Context: an optimization exercise on an open-source flow, tuned for small area and few clock cycles per item. The choices shown serve that exercise and are no tape-out recipe.
Only simulation tests tie the RTL to the original design; equivalence was not proved.

== build 69 ==
Design gf16_affine_chunk, start of the top module:
module gf16_affine_chunk #(
    parameter        LANES = 32,
    parameter [16:0] POLY  = 17'h1100B
) (
    input  wire                  clk,
    input  wire                  rst,
    input  wire                  in_valid,
    output wire                  in_ready,
    input  wire [15:0]           in_scalar,
    input  wire                  in_acc,
    input  wire [LANES-1:0]      in_mask,
    input  wire [16*LANES-1:0]   in_src,
    input  wire [16*LANES-1:0]   in_dst,
    output wire                  out_valid,
    input  wire                  out_ready,
    output wire [16*LANES-1:0]   out_data,
    output wire [LANES-1:0]      out_mask
);
    wire [80:0] lm;
    gf16_scalar_prep u_prep (.a(in_scalar), .lm(lm));
    wire [16*LANES-1:0] lane_res;
    genvar g;
    generate
        for (g = 0; g < LANES; g = g + 1) begin : lane
            wire [15:0] p;
            gf16_lane_mul u_mul (
                .lm (lm),
                .s  (in_src[16*g +: 16]),
                .p  (p)
            );
            assign lane_res[16*g +: 16] = p ^ (in_dst[16*g +: 16] & {16{in_acc}});
        end
    endgenerate
    reg                 out_valid_q;
    reg [16*LANES-1:0]  out_data_q;
    reg [LANES-1:0]     out_mask_q;
    assign in_ready = !out_valid_q || out_ready;
    always @(posedge clk) begin
        if (rst) begin
            out_valid_q <= 1'b0;
        end else if (in_valid && in_ready) begin
            out_valid_q <= 1'b1;
        end else if (out_ready) begin
            out_valid_q <= 1'b0;
        end
    end
    always @(posedge clk) begin
        if (in_ready) begin
            out_data_q <= lane_res;
            out_mask_q <= in_mask;
        end
    end
    assign out_valid = out_valid_q;
    assign out_data  = out_data_q;
    assign out_mask  = out_mask_q;
endmodule
For scale: about 12,000 cells after synthesis, roughly 92,000 um^2 of cells after synthesis.
clock: 5.0 ns
lec_check: 0
cap_margin: 20
core_area: 5 5 645 260
die_area: 0 0 650 265
gpl_timing_driven: 0
slew_margin: 20
synth_hierarchical: 1
standard.sh (not shown) runs the stock make flow with config.mk's settings and CLKGATE_MAP_FILE= SYNTH_SCRIPT=/design/flow/synth_recipe.tcl, a recipe that flattens the netlist after the stock synthesis.
==> flow/flow/run.sh <==
#!/bin/bash
# The standard layout, with each port buffered by the smallest buffer cell
# (sky130_fd_sc_hd__buf_1) instead of the one buffer_ports picks by itself.
set -euo pipefail
export BUFFER_PORTS_ARGS="-buffer_cell sky130_fd_sc_hd__buf_1"
bash standard.sh > standard.log 2>&1
Although build 69 finished all stages, its layout failed final checks on setup timing.
Testbench counts of build 69, summed over its fixed seeds: cycles 11,972, beats 11,964.
Input-level comparison between build 8 and build 69:
- setting CORE_MARGIN to 2 for the first time
- removing DIE_AREA (formerly 0 0 650 265)
- setting CORE_UTILIZATION to 60 for the first time
- removing CORE_AREA (formerly 5 5 645 260)
## What came out
Comparing build 8 against build 69, there is no change at all in number of different library cells in the post-synthesis netlist. Build 8 did not finish; the tool stopped in 3_2_place_iop with error PPL-0024. There was hardly any difference in synthesized area per cell between build 69 and build 8. Going from build 69 to build 8, post-synthesis register bit count held steady; horizontal die dimension shrank by 39%; post-synthesis compound-gate area fraction stayed essentially flat; number of cell rows shows an increase of about 54%. Build 8 against build 69: chip height increased by about 50% relative to the old numbers; starting density of the core up 3.6 points; synthesized cell count held steady; number of nets in the synthesized netlist essentially unchanged.
diff inputs: build 8 => build 3
- CORE_MARGIN no longer set, was 2
- CORE_UTILIZATION no longer set, was 60
- SETUP_SLACK_MARGIN now 0.4, previously not set
- DIE_AREA now 0 0 650 265, previously not set
- CORE_AREA now 5 5 645 260, previously not set
Build 3: done, clean on timing, DRC and antenna
| post-synthesis register bit count | build 8 vs build 3 | ≈ equal |
Diff build 3..build 8 | post-synthesis share of cell area spent on xor and xnor gates | unchanged
Per the comparison of build 3 with build 8, post-synthesis compound-gate area fraction flat; total nets after synthesis shows no meaningful change.
On cell area after technology mapping, build 3 and build 8 are basically level.
Starting density of the core, build 3 and build 8, lower one = build 3.
When build 3 is set beside build 8, its die outline height turns out to be about 33% smaller.
Summary of build 3 over build 8: number of rows in the core area saw a decrease; width of the die saw an increase.

Another version of the RTL of gf16_affine_chunk (not shown whole).
Size in the first run: about 11,000 cells after synthesis, roughly 550 flip-flops, roughly 1,600 I/O pins, about 90,000 sq um of cells after synthesis.
Settings: LEC_CHECK=0, CAP_MARGIN=20, CORE_AREA=5 5 645 260, CTS_CLUSTER_DIAMETER=30, DIE_AREA=0 0 650 265, GPL_TIMING_DRIVEN=0, SETUP_SLACK_MARGIN=0.4, SLEW_MARGIN=20, SYNTH_HIERARCHICAL=1; clock period 5.0 ns.
Scripts as last shown in full above: flow/flow/run.sh
The baseline produced a clean layout.
Testbench counts at the start, summed over its fixed seeds: cycles 11,972, beats 11,964.
Rerun with:
Settings changed: CTS_CLUSTER_DIAMETER 30 to not set.
After rerunning: This time the run reached the layout checks and failed them: antenna violations; global-route usage hardly moves; utilization falls by 0.63 points; sequential share of layout area rises by 0.16 points; count of clock-buffer cells in the layout falls by 21; routed wire length is about the same; non-clock buffer count is unchanged; hold slack gets worse by 0.010 ns; synthesized cell count is unchanged.
Rerun with:
Settings changed: SETUP_SLACK_MARGIN 0.4 to 0.45.
Now the flow ran to the end with no violations. Synthesized area is unchanged. Core utilization is about the same. Cell count barely changes. Non-clock buffer count is unchanged. Fmax came out higher by 1.3%. Count of clock-buffer cells in the layout does not change. Via count is about the same.

Setup of run 1:
gf16_affine_chunk, a different RTL version from the one above (not shown whole).
Size: ~550 flip-flops, roughly 88000 um2 of cells after synthesis.
export LEC_CHECK = 0
export CAP_MARGIN = 20
export CORE_AREA = 5 5 645 260
export CTS_CLUSTER_DIAMETER = 30
export DIE_AREA = 0 0 650 265
export GPL_TIMING_DRIVEN = 0
export SETUP_SLACK_MARGIN = 0.5
export SLEW_MARGIN = 20
export SYNTH_HIERARCHICAL = 1
create_clock -name core_clock -period 5.0 [get_ports {clk}]
Scripts as last shown in full above: flow/flow/run.sh
Run 1: PASS, flow complete, no timing, DRC or antenna violations
Testbench counts of run 1, summed over its fixed seeds: cycles 11,972, beats 11,964.
Input changes introduced in run 2 (baseline for comparison: run 1):
# run 1
export LEC_CHECK = 0
export CAP_MARGIN = 20
export CORE_AREA = 5 5 645 260
export CTS_CLUSTER_DIAMETER = 30
export DIE_AREA = 0 0 650 265
export GPL_TIMING_DRIVEN = 0
export SETUP_SLACK_MARGIN = 0.5
export SLEW_MARGIN = 20
export SYNTH_HIERARCHICAL = 1
create_clock -name core_clock -period 5.0 [get_ports {clk}]
# run 2
export LEC_CHECK = 0
export CAP_MARGIN = 20
export CORE_AREA = 5 5 645 260
export DIE_AREA = 0 0 650 265
export GPL_TIMING_DRIVEN = 0
export SETUP_SLACK_MARGIN = 0.45
export SLEW_MARGIN = 20
export SYNTH_HIERARCHICAL = 1
create_clock -name core_clock -period 5.0 [get_ports {clk}]
==> notes.md <==
Against run 1, run 2 reports a finished layout cell area that is lower. When the final numbers for run 2 and run 1 were put side by side, the first-pass iteration count of the detailed router turned out to be greater in run 2.
The following lists how run 3 was set up differently from run 2:
# run 2
export LEC_CHECK = 0
export CAP_MARGIN = 20
export CORE_AREA = 5 5 645 260
export DIE_AREA = 0 0 650 265
export GPL_TIMING_DRIVEN = 0
export SETUP_SLACK_MARGIN = 0.45
export SLEW_MARGIN = 20
export SYNTH_HIERARCHICAL = 1
create_clock -name core_clock -period 5.0 [get_ports {clk}]
# run 3
export LEC_CHECK = 0
export CAP_MARGIN = 20
export CORE_AREA = 5 5 645 260
export DIE_AREA = 0 0 650 265
export GPL_TIMING_DRIVEN = 0
export SETUP_SLACK_MARGIN = 0.4
export SLEW_MARGIN = 20
export SYNTH_HIERARCHICAL = 1
create_clock -name core_clock -period 5.0 [get_ports {clk}]
Notes after the runs:
Run 3 vs. run 2: largest incremental delay on the critical path rose 0.28 ns, initial antenna violation count lower, routed length on met2 comparable.

afterwards: timing with drivers on the ports:
The results above use ideal ports. As a check the final layouts listed here were re-extracted and re-timed, cells and wires unchanged.
Step 1, drivers: a clkbuf_16 drives clk and a buf_2 each remaining input, both assumed.
Step 2 moves the port delays by t, midway between the first and last clock arrival at a register: inputs arrive t later, outputs are due t later. That takes back most of the time a late clock gives input paths.
Slacks: ideal ports / drivers / drivers and shift; pairs: ideal ports / drivers.
run | t, ns | setup WS [ns] | hold WS [ns] | worst slew at a driven data input, ns
build 69 | 0.819 | -0.187 / -0.171 / -0.990 | 0.439 / 0.369 / 1.103 | 0.21
build 3 | 0.805 | 0.298 / 0.295 / -0.510 | 0.473 / 0.401 / 0.805 | 0.22
the first run of note 2 | 0.778 | 0.340 / 0.292 / -0.486 | 0.466 / 0.403 / 1.027 | 0.21
the second run of note 2 | 0.796 | 0.291 / 0.230 / -0.566 | 0.456 / 0.387 / 1.028 | 0.22
the third run of note 2 | 0.796 | 0.352 / 0.297 / -0.500 | 0.458 / 0.387 / 1.025 | 0.20
run 1 | 0.795 | 0.157 / 0.121 / -0.674 | 0.437 / 0.377 / 0.764 | 0.18
run 2 | 0.815 | 0.195 / 0.185 / -0.630 | 0.428 / 0.371 / 0.774 | 0.21
run 3 | 0.810 | 0.135 / 0.120 / -0.690 | 0.421 / 0.367 / 0.774 | 0.21
The setup slack of the second run of note 2, which loses most, moves by -0.061 ns with the drivers and by -0.857 ns with both steps.
